Source: an optimization exercise on an open RTL-to-GDS flow (aim: small area). Production flows keep margins and buffers that such runs may drop. Only simulation tests tie the RTL to the original design; equivalence was not proved. Power and IR drop assume default switching activity.

==> design.v <==
module ow_slot (
    input  wire       clk,
    input  wire       rst,
    input  wire       run,        
    input  wire       go,         
    input  wire [1:0] nk,
    output wire       is_rst,     
    output wire       last,
    output wire       smp,
    output reg        dq_drive
);
    reg [9:0] cnt;
    reg [1:0] kind;
    assign is_rst = (kind == 2'd0);
    wire end_rst  = &{cnt[9:7], cnt[5:0]};           
    wire end_slot = cnt[6] & cnt[2] & cnt[0];        
    wire off_rst  = &{cnt[8:6], cnt[4:0]};           
    wire off_w0   = &{cnt[5:3], cnt[1:0]};           
    wire off_sh   = cnt[2] & cnt[0];                 
    assign last = run & (is_rst ? end_rst : end_slot);
    assign smp  = run & (is_rst ? (cnt == 10'd550) : (kind == 2'd3) & (cnt[5:0] == 6'd15));
    always @(posedge clk) begin
        cnt <= go ? 10'd0 : cnt + 10'd1;
        if (go) kind <= nk;
        if (rst)
            dq_drive <= 1'b0;
        else if (go)
            dq_drive <= 1'b1;
        else if (is_rst ? off_rst : (kind == 2'd1) ? off_w0 : off_sh)
            dq_drive <= 1'b0;
    end
endmodule
module ow_engine (
    input  wire        clk,
    input  wire        rst,
    input  wire        op_valid,
    input  wire [7:0]  op_code,
    output wire        op_ready,
    input  wire        u_bit,
    input  wire [7:0]  u_byte,
    input  wire [3:0]  u_len,
    input  wire [63:0] u_bytes,
    input  wire [63:0] u_id,
    output wire        done,
    output reg         r_bool,
    output reg  [7:0]  r_byte,
    output reg  [63:0] r_id,
    output reg         presence,
    output reg  [31:0] disc_count,
    output wire        dq_drive,
    input  wire        dq_in
);
    localparam K_RST = 2'd0, K_W0 = 2'd1, K_W1 = 2'd2, K_RD = 2'd3;
    localparam S_IDLE = 4'd0;
    localparam S_FIN  = 4'd1;    
    localparam S_CRCB = 4'd2;    
    localparam S_CRCC = 4'd3;    
    localparam S_ONE  = 4'd4;    
    localparam S_WB   = 4'd5;    
    localparam S_RB   = 4'd6;    
    localparam S_SRST = 4'd7;    
    localparam S_SF0  = 4'd8;    
    localparam S_SR1  = 4'd9;    
    localparam S_SR2  = 4'd10;   
    localparam S_SW   = 4'd11;   
    localparam S_WRST = 4'd12;   
    localparam S_WS   = 4'd13;   
    reg  [3:0]  st;
    reg  [63:0] d;
    reg  [6:0]  k;       
    reg  [6:0]  ld;
    reg  [6:0]  lz;      
    reg         b1;      
    wire idle = (st == S_IDLE) || (st == S_FIN);
    wire crc  = (st == S_CRCB) || (st == S_CRCC);
    wire run  = ~idle & ~crc;
    reg        go;
    reg  [1:0] nk;
    wire       is_rst, last, smp;
    ow_slot u_slot (
        .clk      (clk),
        .rst      (rst),
        .run      (run),
        .go       (go),
        .nk       (nk),
        .is_rst   (is_rst),
        .last     (last),
        .smp      (smp),
        .dq_drive (dq_drive)
    );
    assign op_ready = idle;
    assign done     = (st == S_FIN);
    wire acc = op_valid & idle;
    wire [6:0] kinc = k + 7'd1;
    wire       k7   = &k[2:0];
    wire       ldf  = ld[6] & ld[5];
    wire       smpv = is_rst ? ~dq_in : dq_in;    
    function wsbit(input [6:0] i);
        if (i[4:3] == 2'b01)      wsbit = ~i[1];
        else if (i[4:3] == 2'b11) wsbit = ~i[0] | (&i[2:0]);
        else                      wsbit = i[1];
    endfunction
    wire ws_id = |kinc[6:5];    
    wire srdisc = ~b1 & ~dq_in;
    wire srboth = b1 & dq_in;
    wire srdir  = srdisc ? ((k < ld) ? d[0] : (k == ld)) : b1;
    always @(*) begin
        go = 1'b0;
        nk = K_RD;
        case (st)
        S_IDLE, S_FIN: if (op_valid) case (op_code)
            8'h10, 8'h18: begin go = 1'b1; nk = K_RST; end
            8'h11: begin go = 1'b1; nk = u_bit ? K_W1 : K_W0; end
            8'h12, 8'h14: begin go = 1'b1; nk = K_RD; end
            8'h13: begin go = 1'b1; nk = u_byte[0] ? K_W1 : K_W0; end
            8'h15: begin go = 1'b1; nk = K_W0; end
            8'h16: begin go = ~ldf; nk = K_RST; end
            default: ;
        endcase
        S_WB:   if (last) begin go = ~k7; nk = d[0] ? K_W1 : K_W0; end
        S_RB:   if (last) begin go = ~k7; nk = K_RD; end
        S_SRST: if (last) begin go = presence; nk = K_W0; end
        S_SF0:  if (last) begin go = 1'b1; nk = k7 ? K_RD : (kinc[2] ? K_W1 : K_W0); end
        S_SR1:  if (last) begin go = 1'b1; nk = K_RD; end
        S_SR2:  if (last) begin go = 1'b1; nk = d[63] ? K_W1 : K_W0; end
        S_SW:   if (last) begin go = ~(k[6] & k7); nk = K_RD; end
        S_WRST: if (last) begin go = ~k[6]; nk = K_W0; end
        S_WS:   if (last) begin
            go = 1'b1;
            if ((k == 7'd15) || (k[6] & (&k[4:0])))    nk = K_RST;
            else if (ws_id ? d[0] : wsbit(kinc))        nk = K_W1;
            else                                        nk = K_W0;
        end
        default: ;
        endcase
    end
    wire cx   = crc & d[0];
    wire cmsk = crc & k[6] & k[5] & k[4] & (k[3] | (&k[2:0]));    
    wire [63:0] dsh = {srdir & (st == S_SR2), d[63:9], (d[8] & ~cmsk) ^ cx,
                       d[7:5], d[4] ^ cx, d[3] ^ cx, d[2:1]};
    wire dshift = (crc & ~(&k)) | ((st == S_SR2) & smp) |
                  (go & (((st == S_WB) & ~k7) | ((st == S_WS) & ws_id)));
    reg  [63:0] dload;
    always @(*) begin
        if (op_code[4]) begin
            if (op_code[3])       dload = u_id;                           
            else if (!op_code[0]) dload = r_id;                           
            else                  dload = {57'd0, op_code[2] ? 7'h66 : u_byte[7:1]};   
        end else
            dload = op_code[0] ? u_id : u_bytes;                          
    end
    always @(posedge clk) begin
        if (acc)
            d <= dload;
        else if (dshift)
            d <= dsh;
        if (smp & (st == S_SR1))
            b1 <= dq_in;
        if (acc)
            k <= op_code[4] ? 7'd0 : {op_code[0] ? 4'b0111 : ~u_len, 3'b111};
        else if ((crc & ~(&k)) | (last & ((st == S_WB) | (st == S_RB) | (st == S_SF0) | (st == S_SW) | (st == S_WS))))
            k <= kinc;
        if (acc)
            lz <= 7'b1100000;
        else if ((st == S_SR2) & smp & srdisc & ~srdir)
            lz <= k;
        if (rst) begin
            st         <= S_IDLE;
            r_bool     <= 1'b0;
            r_byte     <= 8'h00;
            r_id       <= 64'h0;
            presence   <= 1'b0;
            disc_count <= 32'h0;
            ld         <= 7'd0;
        end else begin
            if (smp & is_rst)
                presence <= ~dq_in;
            if (smp & ((st == S_ONE) | (st == S_SRST)))
                r_bool <= smpv;
            case (st)
            S_IDLE, S_FIN: begin
                st <= S_IDLE;
                if (op_valid) case (op_code)
                8'h00: if (u_len == 4'd0) begin
                           r_byte <= 8'h00;
                           st     <= S_FIN;
                       end else
                           st <= S_CRCB;
                8'h01: st <= S_CRCC;
                8'h10, 8'h11, 8'h12: st <= S_ONE;
                8'h13, 8'h15: st <= S_WB;
                8'h14: st <= S_RB;
                8'h16: begin
                    disc_count <= disc_count + 32'd1;
                    if (ldf) begin
                        ld     <= 7'd0;
                        r_bool <= 1'b0;
                        st     <= S_FIN;
                    end else
                        st <= S_SRST;
                end
                8'h17: begin ld <= 7'd0; st <= S_FIN; end
                8'h18: st <= S_WRST;
                default: st <= S_FIN;
                endcase
            end
            S_CRCB, S_CRCC: if (&k) begin
                if (st == S_CRCB) r_byte <= d[7:0];
                else              r_bool <= ~|d[7:0];
                st <= S_FIN;
            end
            S_ONE: if (last) st <= S_FIN;
            S_WB:  if (last & k7) st <= S_FIN;
            S_RB: begin
                if (smp) r_byte <= {dq_in, r_byte[7:1]};
                if (last & k7) st <= S_FIN;
            end
            S_SRST: if (last) begin
                if (presence) st <= S_SF0;
                else begin ld <= 7'd0; st <= S_FIN; end
            end
            S_SF0: if (last & k7) st <= S_SR1;
            S_SR1: if (last) st <= S_SR2;
            S_SR2: begin
                if (smp & srboth) begin ld <= 7'd0; st <= S_ONE; end
                else if (last) st <= S_SW;
            end
            S_SW: if (last) begin
                if (!(k[6] & k7)) st <= S_SR1;
                else begin
                    ld     <= lz;
                    r_bool <= 1'b1;
                    r_id   <= d;
                    st     <= S_FIN;
                end
            end
            S_WRST: if (last) st <= k[6] ? S_FIN : S_WS;
            S_WS: if (last & ((k == 7'd15) || (k[6] & (&k[4:0])))) st <= S_WRST;
            default: st <= S_IDLE;
            endcase
        end
    end
endmodule
==> run.sh <==
#!/bin/bash
# synth_recipe.tcl (not shown) runs the flow's synth.tcl, then flattens the netlist and writes it again
# the make line also repeats each setting of config.mk as NAME=value (left out here)
make -C /OpenROAD-flow-scripts/flow DESIGN_CONFIG=/design/flow/config.mk WORK_HOME=/design/flow/orfs CLKGATE_MAP_FILE= SYNTH_SCRIPT=/design/flow/synth_recipe.tcl finish
==> config.mk <==
export PLATFORM = sky130hd
export DESIGN_NAME = ow_engine
export DESIGN_NICKNAME = ow_engine
export VERILOG_FILES = /design/flow/design.v
export SDC_FILE = /design/flow/constraint.sdc
export NUM_CORES = 4
export LEC_CHECK = 0
export CAP_MARGIN = 20
export CORE_MARGIN = 2
export CORE_UTILIZATION = 55
export CTS_BUF_LIST = sky130_fd_sc_hd__clkbuf_4
export CTS_CLUSTER_SIZE = 30
export SLEW_MARGIN = 20
==> constraint.sdc <==
create_clock -name core_clock -period 12.0 [get_ports {clk}]
set_input_delay 2.4000 -clock core_clock [delete_from_list [all_inputs] [get_ports {clk}]]
set_output_delay 2.4000 -clock core_clock [all_outputs]
set_load 0.01 [all_outputs]
==> run notes, run 1 <==
die area=21700 um^2; WS Path Type=in -> reg; Switching Power=776 uW; Die H=147 um; drt pass-1 iters=6; PwrDens=154 nW/um^2; Gates resized, CTS repair=0; WP data arrival=5500 ps; Mapped Area=11300 um^2; clock share of power=27.3%; Netlist cell types=73; crit path launch type=primary input; register share of total power=46.4%; top_reg_cell synth=dfxtp_1; Post-synth EDFFs=74; status=timing/DRC/antenna clean; largest cells by area after synthesis=dfxtp_1 24%, edfxtp_1 20%, a21oi_1 9.1%; setup bufs post-CTS=0; Period minus WS final=5230 ps; Congestion Overflow GR=0; via/cell ratio=5.72; fin nets=1804; Seq/Total Area, Yosys=43.6%; Syn Nets=1572; number of global-route vias before repair=10557; final setup fails=0; Area growth syn-to-layout=29.9%; first-pass GRT wire length=52900 um; Switching Fraction=34.3%; Root Driver=clkbuf_4; max_slew headroom=27.7%; TritonCTS clock tree=done; worst slew pin tran=1080 ps; hold buffer count at cts=0; Critical Path Sink Type=flop; VDD IR-drop max=0.0807 mV; crit-path max FO=64; antenna violations before repair=2; final-layout fill cell count=1648; hold crit path type=reg -> reg; Internal Power=1.49 mW; largest net degree at the start of global routing=94; max-slew violations=0; initial core utilization=56.0%; Detail Route Antenna Nets=0; CTS Buf Count=52; Max clock buf depth=3; R2R Path Start=st[1]$_SDFFE_PP0P_; RSZ-0062 raised after global routing=no; final hold vios=0; fraction of layout instances using a drive strength above 1=7.32%; worst clock skew=20.5 ps; Routed WL per cell=17.0 um; Static Leak=5.26 nW; R2R setup slack=7840 ps; htree depth=2; crit path from=op_code[5]; Hold Path Origin=lz[5]$_SDFFE_PP1P_; fmax=0.191 GHz; Total GRT Usage=29.8%; yosys warns=2; synthesized area per cell=8.04 um^2; Comb pwr share=26.3%; DR vias=11158; Async SR Flop Fraction=0%; Hold WS=456 ps; Critical Path RT=12270 ps; DRC=0; clk slew on worst S/H paths=70 ps; Starting DRT DRC Count=914; # port buffers=261; GPL Wtd Cong=0.978; final worst path period share=43.6%; Setup TNS=0 ps; post-synth top area share=23.9%; row cnt=52; die width=147 um; register bit total from synthesis=209; Syn Inst Count=1404; overall power=2.26 mW; io pins=262; Skew-Pair Late Insertion Delay=670 ps; WL final=33200 um; DP HPWL=21900 um; CTS Sinks=209; leading area contributor after synthesis=dfxtp_1; maxcap violations=0; core outline area=20200 um^2
## through the flow
step           instances  setup WS [ps]  cell area [um^2]  utilization [%]
2_1_floorplan       1404           7320             11300                -
3_3_place_gp        1852           6180             14000             69.2
3_5_place_dp        1852           6110             14000             69.2
4_1_cts             1950           6820             14700             72.7
5_1_grt             1952           6560             14700             72.7
6_report            1952           6770             14700             72.7
## cells in the final DEF (no fill, tap or decap), drive strengths merged, types with 4 or more instances in the layout
master / instances
a21oi: 206
dfxtp: 135
a22oi: 11
and3b: 4
inv: 29
xnor2: 12
o21ai: 96
ha: 15
nor2: 147
and3: 13
nand4: 25
a211oi: 12
xor2: 36
mux2i: 24
nand2: 248
edfxtp: 74
clkbuf: 77
nor4: 7
nor3: 15
o22ai: 7
and2: 8
nor2b: 65
nand3: 37
nand2b: 11
o211ai: 6
clkinv: 20
buf: 18
clkdlybuf4s50: 258
a31oi: 5
o31ai: 4
o21bai: 5
## flip-flops by register name, indices dropped and copies added (netlist names)
| signal | cells |
|---|---|
| st | 4 |
| d | 64 |
| r_id | 64 |
| k | 7 |
| u_slot.kind | 2 |
| presence | 1 |
| u_slot.cnt | 10 |
| b1 | 1 |
| r_bool | 1 |
| disc_count | 32 |
| lz | 7 |
| ld | 7 |
| u_slot.dq_drive | 1 |
| r_byte | 8 |
## cell usage after synthesis (all sizes together), types with 3 or more instances
cell and instances:
inv 29, nand4 25, dfxtp 135, a21oi 206, clkbuf 68, ha 15
xor2 36, o31ai 4, nand3 37, and4 3, xnor2 12, nand2b 11
a2111oi 3, nor4 7, o21bai 5, o22ai 7, and3 13, o211ai 6
a31oi 5, edfxtp 74, nor2b 65, and3b 4, or4 3, a211oi 12
buf 29, a221oi 3, mux2i 24, nor4b 3, a22oi 11, nand2 248
and2 8, o21ai 96, nor3 15, nor2 147
## worst paths after layout
check                        to  depth (start not counted)
max             d[31]$_DFFE_PP_                          6
max reg2reg     d[31]$_DFFE_PP_                          6
min          ld[5]$_SDFFE_PP0P_                          2
min reg2reg  ld[5]$_SDFFE_PP0P_                          2
## metal layers
layer | GRT usage [%] | vias up | wire length [um]
li1 | - | 5401 | -
met4 | 11.5 | 0 | 890
met5 | 0 | - | 0
met2 | 46.9 | 506 | 15200
met1 | 40.6 | 5178 | 14400
met3 | 6.30 | 73 | 2780
## worst max-delay path, cell delays in order
cell	delay, ps
clkdlybuf4s50_1	400
nor3_1	740
nand3_1	200
o21bai_1	240
o21ai_1	570
a31o_4	900
## logic make-up after synthesis
group | after synthesis | synth area share, %
compound gates | 384 | 19.7
xor+xnor | 48 | 3.73
fa+ha+maj | 15 | 1.66
buf+inv | 127 | 4.63
flops | 209 | 43.6
mux | 25 | 2.23
simple gates | 596 | 24.4
## final cells by class
class | count | area, um^2 | area share, %
clock buffers | 77 | 578 | 3.94
flip-flops and latches | 209 | 4920 | 33.6
multi-input cells | 1068 | 5880 | 40.1
repair buffers | 276 | 2710 | 18.5
clock inverters | 21 | 114 | 0.777
diodes | 2 | 5.00 | 0.0341
inverters | 29 | 109 | 0.743
well taps | 270 | 338 | 2.30
## power groups by stage
stage	clock, mW	combinational (mW)	sequential, mW
2_1_floorplan	0	0.432	1.01
3_3_place_gp	0	0.577	1.06
3_5_place_dp	0	0.588	1.06
4_1_cts	0.628	0.590	1.05
5_1_grt	0.666	0.664	1.07
6_report	0.616	0.595	1.05
==> inputs of run 2 (changes only) <==
--- a/config.mk
+++ b/config.mk
@@ -7,7 +7,5 @@
 export LEC_CHECK = 0
 export CAP_MARGIN = 20
 export CORE_MARGIN = 2
-export CORE_UTILIZATION = 55
-export CTS_BUF_LIST = sky130_fd_sc_hd__clkbuf_4
-export CTS_CLUSTER_SIZE = 30
+export CORE_UTILIZATION = 40
 export SLEW_MARGIN = 20
==> run 2 against run 1 <==
Effect of this change:
- still clean
- sequential power is essentially flat
- global-route usage down 6.6 points
- utilization down 19 points
- synthesized cell count did not move
- critical endpoint is now d[13]$_DFFE_PP_
==> run notes, run 2 <==
status=timing/DRC/antenna clean; Area growth syn-to-layout=31.6%; Post-synth EDFFs=74 (unchanged); VDD IR-drop max=0.0871 mV (+7.9%); commonest non-fill, non-tap cell in the layout=clkdlybuf4s50_1; met3 WL=2120 um (-24%); final hold vios=0 (unchanged); Static Leak=5.22 nW (-0.77%); max_slew headroom=27.2% (-0.50 points); Seq/Total Area, Yosys=43.6% (unchanged); final worst path period share=46.3% (+2.7 points); DR vias=10812 (-3.1%); Syn Inst Count=1404 (unchanged); Max clock buf depth=3 (unchanged); hold buffer count at cts=0 (unchanged); CTS Buf Count=23 (-56%); cell area after placement=14100 um^2 (+0.97%); Total GRT Usage=23.2% (-6.6 points); leading area contributor after synthesis=dfxtp_1; register bit total from synthesis=209 (unchanged); fraction of layout instances using a drive strength above 1=4.80% (-2.5 points); Hold WS=456 ps (+0.0120 ps); critical path's largest stage delay=840 ps (-60 ps); Congestion Overflow GR=0 (unchanged); Starting DRT DRC Count=1018 (+11%); Skew-Pair Late Insertion Delay=530 ps (-140 ps); worst reg2reg path endpoint=d[13]$_DFFE_PP_; Placed Instances=1960 (+5.8%); worst clock skew=18.1 ps (-2.38 ps); WS Path Type=in -> reg; non-filler instance count after layout=2004 (+2.7%); DRC=0 (unchanged); highest metal used=met4; Critical Path Sink Type=flop; R2R Path Start=k[0]$_DFFE_PP_; PwrDens=159 nW/um^2 (+3.0%); Async SR Flop Fraction=0% (unchanged); crit-path max FO=64 (unchanged); post-synth top area share=23.9% (unchanged); fin nets=1775 (-1.6%); core outline area=27800 um^2 (+38%); drt pass-1 iters=5 (-1); R2R setup slack=8080 ps (+240 ps); Mapped Area=11300 um^2 (unchanged); synthesized area per cell=8.04 um^2 (unchanged); # port buffers=261 (unchanged); WP depth=7 (+1); TritonCTS clock tree=done; first-pass GRT wire length=54700 um (+3.4%); Period minus WS final=5560 ps (+327 ps); Multi-input gate area=5880 um^2 (unchanged); WP data arrival=5710 ps (+210 ps); Top Registers=d: 64 flops, r_id: 64 flops, disc_count: 32 flops; max-slew violations=0 (unchanged); GPL Wtd Cong=0.901 (-7.9%); die width=172 um (+17%); sink of the worst hold path=ld[2]$_SDFFE_PP0P_; R2R cell count=9 (+3); worst hold stages=2 (unchanged); Netlist cell types=73 (unchanged); Reg area=4920 um^2 (unchanged); DR WL met2=16800 um (+11%); Setup TNS=0 ps (unchanged); most frequent cell after synthesis=nand2_1; Hold Path Origin=lz[2]$_SDFFE_PP0P_; hold crit path type=reg -> reg; worst slew pin tran=1080 ps (+0.196 ps); maxcap violations=0 (unchanged); clk slew on worst S/H paths=60 ps (about the same); CP cell instances=clkdlybuf4s50_1 -> nor3_1 -> nand3_1 -> o21bai_1 -> o21ai_1 -> a31o_4 -> buf_4; Routed WL per cell=17.8 um (+4.2%); number of global-route vias before repair=9843 (-6.8%); largest cells by area after synthesis=dfxtp_1 24%, edfxtp_1 20%, a21oi_1 9.1%; WL final=35600 um (+7.0%); die area=29600 um^2 (+36%); critical path's top delay family=compound AO/OA/AOI/OAI gates; Root Driver=clkbuf_16; htree depth=1 (-1); yosys warns=2 (unchanged); DRT met1 WL=15500 um (+7.9%); io pins=262 (unchanged); row cnt=61 (+17%); DP HPWL=24000 um (+9.4%); RSZ-0062 raised after global routing=no; Die H=172 um (+17%); antenna violations before repair=2 (unchanged); top_reg_cell synth=dfxtp_1; commonest non-fill, non-tap cells in the layout=258 x clkdlybuf4s50_1, 248 x nand2_1, 206 x a21oi_1; fmax=0.180 GHz (-5.9%); Gates resized, CTS repair=0 (unchanged); initial core utilization=40.6% (-15 points); crit path launch type=primary input; Syn Nets=1572 (unchanged); via/cell ratio=5.40 (-5.6%); fin area=14900 um^2 (+1.3%); largest net degree at the start of global routing=95 (+1.1%); setup bufs post-CTS=0 (unchanged); Post-synth top cells=248 x nand2_1, 206 x a21oi_1, 147 x nor2_1; Critical Path RT=12150 ps (-120 ps); final setup fails=0 (unchanged); worst path bufs/invs=2 (+1); Detail Route Antenna Nets=0 (unchanged); slowest CP cell=nor3_1; CTS Sinks=209 (unchanged); final-layout fill cell count=2707 (+64%)
run 2: routing by layer:
metal  up-vias  track usage, %
li1       5300               -
met1      5097            31.7
met2       352            38.1
met3        63            3.34
met4         0            7.31
met5         -               0
run 2: worst max-delay path by stage:
stage | startpoint | to
after floorplan | op_code[5] | d[0]$_DFFE_PP_
after detailed placement | op_code[5] | d[35]$_DFFE_PP_
after CTS | op_code[5] | d[5]$_DFFE_PP_
after global placement | op_code[5] | d[37]$_DFFE_PP_
after global routing | op_code[5] | d[19]$_DFFE_PP_
final | op_code[5] | d[13]$_DFFE_PP_
run 2: metrics by stage:
stage                     worst slack, ps  total power, mW  util (%)
after floorplan                      7320             1.44         -
after detailed placement             5940             1.66      50.7
after global routing                 6290             2.50      53.5
final                                6440             2.36      53.5
after global placement               6040             1.66      50.7
after CTS                            6440             2.37      53.4
run 2: final cells by class:
cell class	count	area share, %
multi-input cells	1068	39.6
flip-flops and latches	209	33.2
repair buffers	276	18.3
clock buffers	33	4.53
well taps	378	3.18
inverters	29	0.733
clock inverters	9	0.522
diodes	2	0.0337
run 2: where the power goes:
group	internal (mW)	switching, mW	leakage (nW)
Clock	0.412	0.296	0.367
Combinational	0.243	0.358	3.04
Sequential	0.927	0.125	1.81
run 2: logic make-up (layout without fill, tap and decap cells):
logic type      count (synthesis)  after routing  synth area share [%]
compound gates                384            384                  19.7
xor+xnor                       48             48                  3.73
fa+ha+maj                      15             15                  1.66
buf+inv                       127            347                  4.63
flops                         209            209                  43.6
mux                            25             25                  2.23
other cells                     0              2                     0
simple gates                  596            596                  24.4
run 2: worst register-to-register path, delay by kind of cell (launching register included):
family | cells | cell delay, ps
compound gates | 4 | 1430
flops | 1 | 510
simple gates | 2 | 250
fa+ha+maj | 2 | 600
buf+inv | 1 | 670
==> inputs of run 3 (changes only) <==
--- a/design.v
+++ b/design.v
@@ -90,7 +90,7 @@
     );
     assign op_ready = idle;
     assign done     = (st == S_FIN);
-    wire acc = op_valid & idle;
+    wire acc = op_valid & idle & ~rst;
     wire [6:0] kinc = k + 7'd1;
     wire       k7   = &k[2:0];
     wire       ldf  = ld[6] & ld[5];
@@ -140,20 +140,29 @@
                        d[7:5], d[4] ^ cx, d[3] ^ cx, d[2:1]};
     wire dshift = (crc & ~(&k)) | ((st == S_SR2) & smp) |
                   (go & (((st == S_WB) & ~k7) | ((st == S_WS) & ws_id)));
-    reg  [63:0] dload;
-    always @(*) begin
-        if (op_code[4]) begin
-            if (op_code[3])       dload = u_id;                           
-            else if (!op_code[0]) dload = r_id;                           
-            else                  dload = {57'd0, op_code[2] ? 7'h66 : u_byte[7:1]};   
-        end else
-            dload = op_code[0] ? u_id : u_bytes;                          
-    end
+    wire ld_ub  = acc & ~op_code[4] & ~op_code[0];                  
+    wire ld_id  = acc & (op_code[4] ? op_code[3] : op_code[0]);     
+    wire ld_ri  = acc & op_code[4] & ~op_code[3] & ~op_code[0];     
+    wire ld_wb  = acc & op_code[4] & ~op_code[3] & op_code[0];      
+    wire sh_d   = ~rst & ~acc & dshift;
+    wire hold_d = ~rst & ~acc & ~dshift;
+    wire srok    = (st == S_SW) & last & k[6] & k7;    
+    reg  rst_d;
+    wire dc_inc = acc & (op_code == 8'h16);
+    wire [32:0] dc_carry;
+    assign dc_carry[0] = dc_inc;
+    genvar gi;
+    generate for (gi = 0; gi < 32; gi = gi + 1) begin : g_dc
+        assign dc_carry[gi+1] = dc_carry[gi] & disc_count[gi];
+    end endgenerate
     always @(posedge clk) begin
-        if (acc)
-            d <= dload;
-        else if (dshift)
-            d <= dsh;
+        d <= ({64{ld_ub}} & u_bytes) | ({64{ld_id}} & u_id) | ({64{ld_ri}} & r_id) |
+             ({64{ld_wb}} & {57'd0, op_code[2] ? 7'h66 : u_byte[7:1]}) |
+             ({64{sh_d}} & dsh) | ({64{hold_d}} & d);
+        rst_d <= rst;
+        if (srok | rst_d)
+            r_id <= d;
+        disc_count <= ~{32{rst}} & (disc_count ^ dc_carry[31:0]);
         if (smp & (st == S_SR1))
             b1 <= dq_in;
         if (acc)
@@ -168,9 +177,7 @@
             st         <= S_IDLE;
             r_bool     <= 1'b0;
             r_byte     <= 8'h00;
-            r_id       <= 64'h0;
             presence   <= 1'b0;
-            disc_count <= 32'h0;
             ld         <= 7'd0;
         end else begin
             if (smp & is_rst)
@@ -191,7 +198,6 @@
                 8'h13, 8'h15: st <= S_WB;
                 8'h14: st <= S_RB;
                 8'h16: begin
-                    disc_count <= disc_count + 32'd1;
                     if (ldf) begin
                         ld     <= 7'd0;
                         r_bool <= 1'b0;
@@ -230,7 +236,6 @@
                 else begin
                     ld     <= lz;
                     r_bool <= 1'b1;
-                    r_id   <= d;
                     st     <= S_FIN;
                 end
             end
==> flow/run.sh (new file) <==
#!/bin/bash
# Standard layout, with the port buffers made of the smallest buffer cell.
set -o pipefail
export BUFFER_PORTS_ARGS="-buffer_cell sky130_fd_sc_hd__buf_1"
bash standard.sh > standard.log 2>&1
==> standard.sh (new file) <==
#!/bin/bash
# synth_recipe.tcl (not shown) runs the flow's synth.tcl, then flattens the netlist and writes it again
# the make line also repeats each setting of config.mk as NAME=value (left out here)
make -C /OpenROAD-flow-scripts/flow DESIGN_CONFIG=/design/flow/config.mk WORK_HOME=/design/flow/orfs CLKGATE_MAP_FILE= SYNTH_SCRIPT=/design/flow/synth_recipe.tcl "${@:-finish}"
removed: run.sh
==> run 3 against run 2 <==
Effect of this change:
- still clean
- synthesized cell count shrank 31%
- maximum frequency shrank 38%
- cell count shrank 23%
- worst setup slack lost 3400 ps
- highest routed layer is now met5
==> run notes, run 3 <==
yosys warns=2 (unchanged); leading area contributor after synthesis=dfxtp_1; Mapped Area=10200 um^2 (-9.6%); Skew-Pair Late Insertion Delay=530 ps (about the same); antenna violations before repair=5 (+3); clk slew on worst S/H paths=60 ps (about the same); cell area after placement=11400 um^2 (-19%); fmax=0.112 GHz (-38%); setup bufs post-CTS=0 (unchanged); final worst path period share=74.5% (+28 points); TritonCTS clock tree=done; number of global-route vias before repair=7940 (-19%); WL final=29600 um (-17%); row cnt=58 (-4.9%); Post-synth EDFFs=74 (unchanged); first-pass GRT wire length=44400 um (-19%); Congestion Overflow GR=0 (unchanged); WP data arrival=9320 ps (+3610 ps); largest net degree at the start of global routing=65 (-32%); Die H=164 um (-4.8%); slowest CP cell=nand2b_1; post-synth top area share=26.7% (+2.7 points); max-slew violations=0 (unchanged); Syn Inst Count=964 (-31%); Starting DRT DRC Count=715 (-30%); Seq/Total Area, Yosys=48.5% (+4.8 points); max_slew headroom=28.6% (+1.4 points); Multi-input gate area=4890 um^2 (-17%); Period minus WS final=8940 ps (+3380 ps); WS Path Type=in -> reg; GPL Wtd Cong=0.876 (-2.8%); crit-path max FO=18 (-72%); Async SR Flop Fraction=0% (unchanged); critical path's top delay family=adder cells; final setup fails=0 (unchanged); fin nets=1390 (-22%); Root Driver=clkbuf_16; worst clock skew=16.5 ps (-1.58 ps); Reg area=4940 um^2 (+0.41%); Critical Path RT=12380 ps (+230 ps); hold crit path type=reg -> reg; Gates resized, CTS repair=0 (unchanged); R2R cell count=36 (+27); htree depth=1 (unchanged); worst slew pin tran=1060 ps (-21.4 ps); io pins=262 (unchanged); final core utilization=48.9% (-4.6 points); CTS Buf Count=25 (+8.7%); Critical Path Sink Type=flop; crit path launch type=primary input; die width=164 um (-4.8%); die area=26800 um^2 (-9.4%); most frequent cell after synthesis=dfxtp_1; Static Leak=4.86 nW (-6.9%); status=timing/DRC/antenna clean; Max clock buf depth=3 (unchanged); R2R setup slack=4450 ps (-3630 ps); Setup TNS=0 ps (unchanged); Routed WL per cell=19.2 um (+7.9%); Setup crit end=disc_count[30]$_DFF_P_; Syn Nets=1162 (-26%); worst reg2reg path endpoint=disc_count[30]$_DFF_P_; DRC=0 (unchanged); CTS Sinks=210 (+0.48%); fin area=12300 um^2 (-17%); core outline area=25100 um^2 (-9.6%); DP HPWL=20900 um (-13%); fraction of layout instances using a drive strength above 1=6.52% (+1.7 points); critical path's largest stage delay=620 ps (-220 ps); final-layout fill cell count=2398 (-11%); worst path bufs/invs=1 (-1); largest cells by area after synthesis=dfxtp_1 27%, edfxtp_1 22%, mux2i_1 8.7%; top_reg_cell synth=dfxtp_1; final hold vios=0 (unchanged); cell mode on critical path=ha_1; Detail Route Antenna Nets=0 (unchanged); hold buffer count at cts=0 (unchanged); register bit total from synthesis=210 (+0.48%); commonest non-fill, non-tap cell in the layout=buf_1; R2R Path Start=st[1]$_SDFFE_PP0P_; Area growth syn-to-layout=20.2%; Total GRT Usage=21.1% (-2.1 points); RSZ-0062 raised after global routing=no; WP depth=36 (+29); initial core utilization=40.6% (about the same); PnR worst setup slack=3060 ps (-3380 ps); via/cell ratio=5.63 (+4.3%); Post-synth top cells=136 x dfxtp_1, 89 x mux2i_1, 81 x o21ai_0; worst slack at placement=2490 ps (-3450 ps); maxcap violations=0 (unchanged); crit path from=op_valid; DR vias=8685 (-20%); synthesized area per cell=10.6 um^2 (+32%); commonest non-fill, non-tap cells in the layout=260 x buf_1, 136 x dfxtp_1, 89 x mux2i_1; drt pass-1 iters=7 (+2); VDD IR-drop max=0.107 mV (+23%); Top Registers=d: 64 flops, r_id: 64 flops, disc_count: 32 flops; Netlist cell types=72 (-1.4%); PwrDens=143 nW/um^2 (-10%); # port buffers=261 (unchanged)
-- run 3: cell count changes after synthesis, sizes merged, moves of 18 or more --
cell / before / now
nand3: 37 / 19
nor2: 147 / 63
mux2i: 24 / 89
ha: 15 / 45
nor2b: 65 / 39
a21oi: 206 / 26
xor2: 36 / 6
nand4: 25 / 6
nand2: 248 / 49
a222oi: 0 / 57
-- run 3: per-stage QoR --
stage	hold slack, ps	total power, mW	instances
4_1_cts	442	1.77	1541
6_report	443	1.75	1543
3_3_place_gp	440	1.01	1494
3_5_place_dp	443	1.01	1495
5_1_grt	445	1.82	1542
2_1_floorplan	429	0.942	964
-- run 3: layout make-up --
class	instances	area share (%)
Clock inverter	4	0.540
Multi-Input combinational cell	658	39.9
Tap cell	330	3.36
Clock buffer	42	6.20
Timing Repair Buffer	277	9.08
Inverter	20	0.612
Sequential cell	210	40.3
Antenna cell	2	0.0408
-- run 3: report_power, final --
group,internal (mW),switching (mW),total (mW),leakage (nW)
combinational,0.0660,0.0965,0.162,2.60
clock,0.455,0.296,0.751,0.403
sequential,0.788,0.0504,0.838,1.86
-- run 3: worst min-delay path by stage --
stage                       start                  to  slack [ps]  depth (start not counted)
floorplan           d[10]$_DFF_P_  r_id[10]$_DFFE_PP_         430                          0
global placement    d[21]$_DFF_P_  r_id[21]$_DFFE_PP_         440                          0
detailed placement  d[39]$_DFF_P_  r_id[39]$_DFFE_PP_         440                          0
CTS                 d[55]$_DFF_P_  r_id[55]$_DFFE_PP_         440                          0
global route        d[55]$_DFF_P_  r_id[55]$_DFFE_PP_         440                          0
finish              d[55]$_DFF_P_  r_id[55]$_DFFE_PP_         440                          0
-- run 3: layer usage --
layer,global-route usage (%),routed length (um),vias up
met2,34.7,14400,302
met3,4.62,2010,45
met4,4.63,555,6
li1,-,-,4171
met5,0,42,-
met1,28.7,12600,4161
-- run 3: worst register-to-register path: cells and delay by family, from the launching register on --
kind                     cells  cell delay (ps)
adder cells (fa/ha/maj)     31             5740
flip-flops                   1              300
AND/OR/NAND/NOR              4             1080
buffers and inverters        1              340
-- run 3: kinds of logic (layout without fill, tap and decap cells) --
logic type	count (synthesis)	after routing	synth area share, %
AO/OA/AOI/OAI	253	253	17.9
XOR/XNOR	17	17	1.46
adder cells (fa/ha/maj)	45	45	5.52
buffers and inverters	96	343	4.00
flip-flops	210	210	48.5
multiplexers	96	96	9.50
other	0	2	0
AND/OR/NAND/NOR	247	247	13.1
==> inputs of run 4 (changes only) <==
==> run.sh (new file) <==
#!/bin/bash
# synth_recipe.tcl (not shown) runs the flow's synth.tcl, then flattens the netlist and writes it again
# the make line also repeats each setting of config.mk as NAME=value (left out here)
make -C /OpenROAD-flow-scripts/flow DESIGN_CONFIG=/design/flow/config.mk WORK_HOME=/design/flow/orfs CLKGATE_MAP_FILE= SYNTH_SCRIPT=/design/flow/synth_recipe.tcl finish
--- a/config.mk
+++ b/config.mk
@@ -7,5 +7,7 @@
 export LEC_CHECK = 0
 export CAP_MARGIN = 20
 export CORE_MARGIN = 2
-export CORE_UTILIZATION = 40
+export CORE_UTILIZATION = 55
+export CTS_BUF_LIST = sky130_fd_sc_hd__clkbuf_4
+export CTS_CLUSTER_SIZE = 30
 export SLEW_MARGIN = 20
removed: flow/run.sh
removed: standard.sh
==> run 4 against run 3 <==
Effect of this change:
- register-to-register slack lost 70 ps
- hold slack lost 29 ps
- utilization grew 27 points
- design area grew 11%
- synthesized cell count is the same
- power shrank 3.2%
- synthesized area is the same
==> run notes, run 4 <==
drt pass-1 iters=8 (+1); first-pass GRT wire length=45600 um (+2.6%); number of global-route vias before repair=8714 (+9.7%); TritonCTS clock tree=done; max-slew violations=0 (unchanged); clock share of power=38.2% (-4.7 points); VDD IR-drop max=0.0769 mV (-28%); htree depth=2 (+1); via/cell ratio=5.99 (+6.4%); Starting DRT DRC Count=1042 (+46%); Seq/Total Area, Yosys=48.5% (unchanged); GPL Wtd Cong=0.937 (+6.9%); fmax=0.107 GHz (-3.9%); R2R cell count=37 (+2.8%); Syn Nets=1162 (unchanged); largest cells by area after synthesis=dfxtp_1 27%, edfxtp_1 22%, mux2i_1 8.7%; top_reg_cell synth=dfxtp_1; Skew-Pair Late Insertion Delay=670 ps (+140 ps); Area growth syn-to-layout=33.7%; fraction of layout instances using a drive strength above 1=10.6% (+4.1 points); initial core utilization=56.4% (+16 points); worst clock skew=67.9 ps (+51.4 ps); RSZ-0062 raised after global routing=no; Internal Power=1.26 mW (-3.7%); maxcap violations=0 (unchanged); crit path from=rst; Gates resized, CTS repair=0 (unchanged); commonest non-fill, non-tap cell in the layout=clkdlybuf4s50_1; critical path's largest stage delay=720 ps (+100 ps); Total GRT Usage=28.7% (+7.6 points); register bit total from synthesis=210 (unchanged); final worst path period share=77.5% (+3.0 points); Hold Path Origin=d[37]$_DFF_P_; fin nets=1416 (+1.9%); worst reg2reg path endpoint=disc_count[31]$_DFF_P_; slowest CP cell=nand2b_1; Setup TNS=0 ps (unchanged); Switching Fraction=25.7% (+0.39 points); Static Leak=5.56 nW (+14%); synthesized area per cell=10.6 um^2 (unchanged); register share of total power=49.3% (+1.5 points); antenna violations before repair=1 (-4); Die H=140 um (-14%); setup bufs post-CTS=0 (unchanged); Detail Route Antenna Nets=0 (unchanged); worst slew pin tran=1130 ps (+66.2 ps); Hold WS=414 ps (-29.5 ps); PwrDens=124 nW/um^2 (-13%); Period minus WS final=9300 ps (+362 ps); Async SR Flop Fraction=0% (unchanged); commonest non-fill, non-tap cells in the layout=260 x clkdlybuf4s50_1, 136 x dfxtp_1, 90 x clkbuf_4; Top Registers=d: 64 flops, r_id: 64 flops, disc_count: 32 flops; Max clock buf depth=3 (unchanged); R2R setup slack=4380 ps (-70 ps); Routed WL per cell=19.5 um (+1.8%); Syn Inst Count=964 (unchanged); post-synth top area share=26.7% (unchanged); fin area=13600 um^2 (+11%); final setup fails=0 (unchanged); hold crit path type=reg -> reg; # port buffers=261 (unchanged); WS Path Type=in -> reg; largest net degree at the start of global routing=67 (+3.1%); cell area after placement=12900 um^2 (+13%); final hold vios=0 (unchanged); Critical Path RT=12500 ps (+120 ps); CTS Sinks=210 (unchanged); hold buffer count at cts=0 (unchanged); DRC=0 (unchanged); leading area contributor after synthesis=dfxtp_1; clk slew on worst S/H paths=60 ps (about the same); die width=140 um (-14%); WP data arrival=9810 ps (+490 ps); Post-synth EDFFs=74 (unchanged); R2R Path Start=st[1]$_SDFFE_PP0P_; yosys warns=2 (unchanged); row cnt=49 (-16%); Comb pwr share=12.5% (+3.2 points); crit path launch type=primary input; ANT cells=0 (-2); die area=19700 um^2 (-27%); WL final=29100 um (-1.7%); cell mode on critical path=ha_1; sink of the worst hold path=r_id[37]$_DFFE_PP_; DR vias=8924 (+2.8%); worst hold stages=0 (unchanged); status=timing/DRC/antenna clean; core outline area=18100 um^2 (-28%); crit-path max FO=62 (+44); Switching Power=435 uW (-1.7%); Netlist cell types=72 (unchanged); Congestion Overflow GR=0 (unchanged); max_slew headroom=24.7% (-3.9 points); Root Driver=clkbuf_4; Critical Path Sink Type=flop; Mapped Area=10200 um^2 (unchanged); io pins=262 (unchanged); most frequent cell after synthesis=dfxtp_1; DP HPWL=20100 um (-3.8%); CTS Buf Count=55 (+120%); Post-synth top cells=136 x dfxtp_1, 89 x mux2i_1, 81 x o21ai_0
[run 4: changes by cell type in the layout (fill, tap and decap cells not counted), moves of 2 or more]
cell and change:
buf_1 -260, clkdlybuf4s50_1 +260, clkbuf_4 +90, clkbuf_16 -26, clkbuf_1 -11, clkinv_1 +7
clkbuf_8 -5, buf_4 -3, diode_2 -2
[run 4: layout make-up]
cell class                      instances  area (um^2)
Sequential cell                       210         4940
Clock buffer                           90          676
Timing Repair Buffer                  273         2700
Clock inverter                         10         65.1
Inverter                               20         75.1
Fill cell                            1332         4450
Multi-Input combinational cell        658         4890
Tap cell                              229          287
[run 4: cell families after synthesis]
family / count (synthesis) / share of synthesized area (%)
adders and majority gates: 45 / 5.52
xor gates and xnor gates: 17 / 1.46
muxes: 96 / 9.50
DFF: 210 / 48.5
buffers and inverters: 96 / 4.00
AOI/OAI and AO/OA: 253 / 17.9
and+or+nand+nor: 247 / 13.1
[run 4: power groups by stage]
stage / combinational (mW) / sequential, mW / clock (mW)
after global placement: 0.208 / 0.849 / 0
after global routing: 0.233 / 0.842 / 0.702
after detailed placement: 0.212 / 0.850 / 0
final: 0.212 / 0.836 / 0.648
after CTS: 0.213 / 0.835 / 0.662
after floorplan: 0.106 / 0.837 / 0
[run 4: worst max-delay path by stage]
stage                     slack (ps)                      to  cells past startpoint
after CTS                       2710  disc_count[31]$_DFF_P_                     37
after floorplan                 2940  disc_count[30]$_DFF_P_                     36
after global placement          2220  disc_count[31]$_DFF_P_                     37
final                           2700  disc_count[31]$_DFF_P_                     37
after detailed placement        2060  disc_count[30]$_DFF_P_                     36
after global routing            2290  disc_count[31]$_DFF_P_                     37
[run 4: critical path: cells and delay by family]
kind | cells | cell delay, ps
xor+xnor | 1 | 150
fa+ha+maj | 31 | 5720
buf+inv | 2 | 580
simple gates | 3 | 910
[run 4: layer usage]
metal,track usage (%),vias up,wire length [um]
met5,0,-,11
met4,8.93,2,517
met2,46.9,367,13900
met3,10.2,39,2800
li1,-,4258,-
met1,36.0,4258,11800
[run 4: through the flow]
| stage | std cells | util (%) | power [mW] | setup slack (ps) |
|---|---|---|---|---|
| 2_1_floorplan | 964 | - | 0.942 | 2940 |
| 3_3_place_gp | 1390 | 71.3 | 1.06 | 2220 |
| 3_5_place_dp | 1390 | 71.3 | 1.06 | 2060 |
| 4_1_cts | 1490 | 75.4 | 1.71 | 2710 |
| 5_1_grt | 1490 | 75.4 | 1.78 | 2290 |
| 6_report | 1490 | 75.4 | 1.70 | 2700 |

==> re-timing with driven ports <==
Ports are ideal in the flow. The routed layouts listed here were re-timed in OpenROAD. Step 1: set_driving_cell puts a clkbuf_16 on clk and a buf_2 on each other input, an assumption about the parent block. Step 2 moves the port delays by t, midway between the first and last clock arrival at a register: inputs arrive t later, outputs are due t later. That takes back most of the time a late clock gives input paths. a / b / c = no drivers / after step 1 / after step 2; a / b = the first two.
run | t (ns) | setup slack, ns | worst register clock-pin slew, ns
run 1 | 0.703 | 6.766 / 6.788 / 6.085 | 0.08 / 0.08
run 2 | 0.566 | 6.440 / 6.465 / 5.900 | 0.06 / 0.06
run 3 | 0.575 | 3.058 / 3.061 / 2.486 | 0.06 / 0.06
run 4 | 0.670 | 2.697 / 2.712 / 2.041 | 0.08 / 0.08
After both steps every run listed still meets setup and hold. For run 1, which loses most, drivers alone change the setup slack by +0.022 ns; drivers and shift together by -0.681 ns.
